What follows belongs to an exercise in optimizing a design on an open flow for small area, a short achievable clock period and few clock cycles; a production flow would make more cautious choices.
Where RTL was checked, it was by simulation tests only, not by an equivalence proof against the original.
Power and IR drop assume default switching activity.

v6:
## ipc_core
module ipc_core #(
    parameter LEFT_TH              = 2,
    parameter RIGHT_TH             = 1,
    parameter HAZARD_TH            = 1,
    parameter CNT_W                = 16,
    parameter BCNT_W               = 8,
    parameter DIR_W                = 8,
    parameter PERSIST_VERSION      = 16'h0001,
    parameter ADDR_W               = 16,
    parameter STORE_OFFSET         = 0,
    parameter MIN_SAVE_INTERVAL_MS = 32'd10000
) (
    input  wire          clk,
    input  wire          rst,
    input  wire          cmd_valid,
    output wire          cmd_ready,
    input  wire [15:0]   cmd,
    output wire          rsp_valid,
    output wire [3:0]    rsp_status,
    input  wire          flag_1,
    input  wire          flag_2,
    input  wire          flag_buz,
    input  wire [31:0]   now_ms,
    input  wire [31:0]   wall_s,
    output reg  [1:0]    owner,
    output reg           left_led,
    output reg           right_led,
    output reg           buz_out,
    output wire [15:0]   buz_duty,
    output wire [7:0]    pat_byte,
    output reg           pat_valid,
    output reg           nv_req,
    output reg           nv_we,
    output wire [ADDR_W-1:0] nv_addr,
    output wire [7:0]    nv_len,
    output wire [159:0]  nv_wdata,
    input  wire          nv_done,
    input  wire          nv_ok,
    input  wire [159:0]  nv_rdata,
    output wire [15:0]   rec_version,
    output reg  [15:0]   rec_crc,
    output reg  [31:0]   power_on_count,
    output reg  [31:0]   runtime_minutes,
  ...
==> flow/config.mk <==
export PLATFORM = sky130hd
export DESIGN_NAME = ipc_core
export DESIGN_NICKNAME = ipc_core
export VERILOG_FILES = /design/flow/design.v
export SDC_FILE = /design/flow/constraint.sdc
export NUM_CORES = 4
export LEC_CHECK = 0
export CAP_MARGIN = 20
export CORE_MARGIN = 2
export CORE_UTILIZATION = 50
export CTS_BUF_LIST = sky130_fd_sc_hd__clkbuf_4 sky130_fd_sc_hd__clkbuf_8
export PLACE_DENSITY = 0.7
export SETUP_SLACK_MARGIN = 1.0
export SLEW_MARGIN = 20
==> flow/constraint.sdc <==
create_clock -name core_clock -period 5.0 [get_ports {clk}]
set_input_delay 1.0000 -clock core_clock [delete_from_list [all_inputs] [get_ports {clk}]]
set_output_delay 1.0000 -clock core_clock [all_outputs]
set_load 0.01 [all_outputs]
standard.sh (not shown) runs the stock make flow with config.mk's settings and CLKGATE_MAP_FILE= SYNTH_SCRIPT=/design/flow/synth_recipe.tcl, a recipe that flattens the netlist after the stock synthesis.
==> flow/flow/run.sh <==
#!/bin/bash
# The standard layout, with every input and output port buffered by a
# sky130_fd_sc_hd__buf_1 instead of the default port buffer cell.
set -euo pipefail
bash standard.sh BUFFER_PORTS_ARGS="-buffer_cell sky130_fd_sc_hd__buf_1" finish > standard_flow.log 2>&1
The following lists how v7 was set up differently from v6:
--- a/flow/config.mk
+++ b/flow/config.mk
@@ -9,6 +9,5 @@
 export CORE_MARGIN = 2
 export CORE_UTILIZATION = 50
-export CTS_BUF_LIST = sky130_fd_sc_hd__clkbuf_4 sky130_fd_sc_hd__clkbuf_8
 export PLACE_DENSITY = 0.7
-export SETUP_SLACK_MARGIN = 1.0
+export SETUP_SLACK_MARGIN = 2.5
 export SLEW_MARGIN = 20
--- outcome ---
- Static leakage in v7 vs v6: up about 30%
- In the reports for v7 and v6, the larger wire length of the first global-routing pass belongs to v7.
- Worst-skew pair later-pin latency (higher): v6
- buz_phase[0]$_SDFFCE_PN1P_ as the worst setup path endpoint was reported by v6, and buz_out$_SDFFE_PP0P_ by v7.
- The number of antenna violations at the first check in global routing reported for v7 is greater than that of v6 by 1.
- Per the comparison of v7 with v6, via count of the first global-routing pass now larger; cell area picked up an extra about 25%.
No run of this note included a check of the RTL's function; only the layout flow was run.

========
Another version of the RTL of ipc_core (not shown whole).
Size in the first run: roughly 300 flip-flops, roughly 630 I/O pins, roughly 0.022 mm2 of cells after synthesis.
==> flow/config.mk <==
export PLATFORM = sky130hd
export DESIGN_NAME = ipc_core
export DESIGN_NICKNAME = ipc_core
export VERILOG_FILES = /design/flow/design.v
export SDC_FILE = /design/flow/constraint.sdc
export NUM_CORES = 4
export LEC_CHECK = 0
export ABC_AREA = 1
export CAP_MARGIN = 20
export CORE_MARGIN = 2
export CORE_UTILIZATION = 50
export PLACE_DENSITY = 0.7
export SETUP_SLACK_MARGIN = 1.0
export SLEW_MARGIN = 20
==> flow/constraint.sdc <==
create_clock -name core_clock -period 5.0 [get_ports {clk}]
set_input_delay 1.0000 -clock core_clock [delete_from_list [all_inputs] [get_ports {clk}]]
set_output_delay 1.0000 -clock core_clock [all_outputs]
set_load 0.01 [all_outputs]
Scripts as last shown in full above: flow/flow/run.sh
The baseline ran to the end with no violations.
Next try:
ABC_AREA = unset   (was 1)
CORE_UTILIZATION = 35   (was 50)
PLACE_DENSITY = 0.6   (was 0.7)
SETUP_SLACK_MARGIN = unset   (was 1.0)
Cell count drops by 14%.
Synthesized area drops by 8.6%.
Die area climbs by about 30%.
Setup slack gets worse by 0.51 ns.
Sequential power is about the same.
Power climbs by 1.3%.
Cell area drops by 5.3%.
Hold slack gets worse by 0.0055 ns.
Fmax drops by about 12%.
Critical path depth climbs by 5.
Count of clock-buffer cells in the layout climbs by 1.
No run of this note included a check of the RTL's function; only the layout flow was run.

========
ipc_core, a different RTL version from the one above (not shown whole).
Size: roughly 2,400 cells after synthesis, ~630 I/O pins, about 20,000 um2 of cells after synthesis.
==> flow/config.mk <==
export PLATFORM = sky130hd
export DESIGN_NAME = ipc_core
export DESIGN_NICKNAME = ipc_core
export VERILOG_FILES = /design/flow/design.v
export SDC_FILE = /design/flow/constraint.sdc
export NUM_CORES = 4
export LEC_CHECK = 0
export CAP_MARGIN = 20
export CORE_MARGIN = 2
export CORE_UTILIZATION = 45
export PLACE_DENSITY = 0.65
export SETUP_SLACK_MARGIN = 2.1
export SLEW_MARGIN = 20
==> flow/constraint.sdc <==
create_clock -name core_clock -period 5.0 [get_ports {clk}]
set_input_delay 1.0000 -clock core_clock [delete_from_list [all_inputs] [get_ports {clk}]]
set_output_delay 1.0000 -clock core_clock [all_outputs]
set_load 0.01 [all_outputs]
Scripts as last shown in full above: flow/flow/run.sh
The first run completed without violations.
Testbench counts at the start, summed over its fixed seeds: cycles 25,579.
Edit:
CORE_UTILIZATION = 50   (was 45)
PLACE_DENSITY = 0.7   (was 0.65)
SETUP_SLACK_MARGIN = 2.25   (was 2.1)
Effect: Total power went down by a few percent; utilization went up by 9.0 points; die area went down by roughly a tenth; routed wire length went up by a few percent; cell area went up by a few percent; synthesized cell count stays the same; maximum frequency went up slightly.
Edit:
CORE_UTILIZATION = 55   (was 50)
PLACE_DENSITY = 0.75   (was 0.7)
SETUP_SLACK_MARGIN = 2.1   (was 2.25)
The new run finished clean.
Total power fell by about 1.7%.
Global-route usage came out higher by 1.1 points.
Core utilization grows by 1.3 points.
Synthesized cell count stays the same.
Sequential share of layout area grows by 1.7 points.
Worst setup slack degrades by 0.053 ns.
Clock-buffer cell count is lower by 8.
Edit:
CORE_UTILIZATION = 50   (was 55)
CTS_CLUSTER_DIAMETER = 60   (was unset)
CTS_CLUSTER_SIZE = 25   (was unset)
PLACE_DENSITY = 0.7   (was 0.75)
SETUP_SLACK_MARGIN = 1.8   (was 2.1)
The changed run completed without violations.
Final area came out lower by a few percent.
Critical path depth does not change.
Core utilization came out lower by 8.7 points.
Clock power hardly moves.

==> separate check: timing with driven ports <==
In the flow no input, the clock included, has a driving cell. The finished layouts below were timed again as built, in two steps.
Step 1, drivers: a clkbuf_16 drives clk and a buf_2 each remaining input, both assumed.
Step 2 moves the port delays by t, midway between the first and last clock arrival at a register: inputs arrive t later, outputs are due t later. That takes back most of the time a late clock gives input paths.
Slacks: no drivers / after step 1 / after step 2; pairs: no drivers / after step 1.
run | shift t [ns] | setup WS [ns] | hold WS [ns] | worst setup path after step 2
v6 | 0.698 | 1.163 / 1.195 / 0.498 | 0.473 / 0.473 / 0.473 | input to register
v7 | 0.602 | 1.577 / 1.592 / 0.990 | 0.474 / 0.474 / 0.474 | input to register
the first run of note 2 | 0.615 | 1.210 / 1.146 / 1.016 | 0.456 / 0.456 / 0.456 | input to register
the second run of note 2 | 0.605 | 0.697 / 0.732 / 0.128 | 0.451 / 0.451 / 0.451 | input to register
the first run of note 3 | 0.613 | 1.979 / 1.917 / 1.469 | 0.452 / 0.452 / 0.452 | input to register
the second run of note 3 | 0.603 | 2.014 / 1.955 / 1.450 | 0.473 / 0.473 / 0.473 | input to register
the third run of note 3 | 0.564 | 1.961 / 1.959 / 1.395 | 0.459 / 0.459 / 0.459 | input to register
the fourth run of note 3 | 0.587 | 1.870 / 1.849 / 1.312 | 0.457 / 0.457 / 0.457 | input to register
After both steps every run listed still meets setup and hold. The setup slack of v6, which loses most, moves by +0.032 ns with the drivers and by -0.665 ns with both steps.
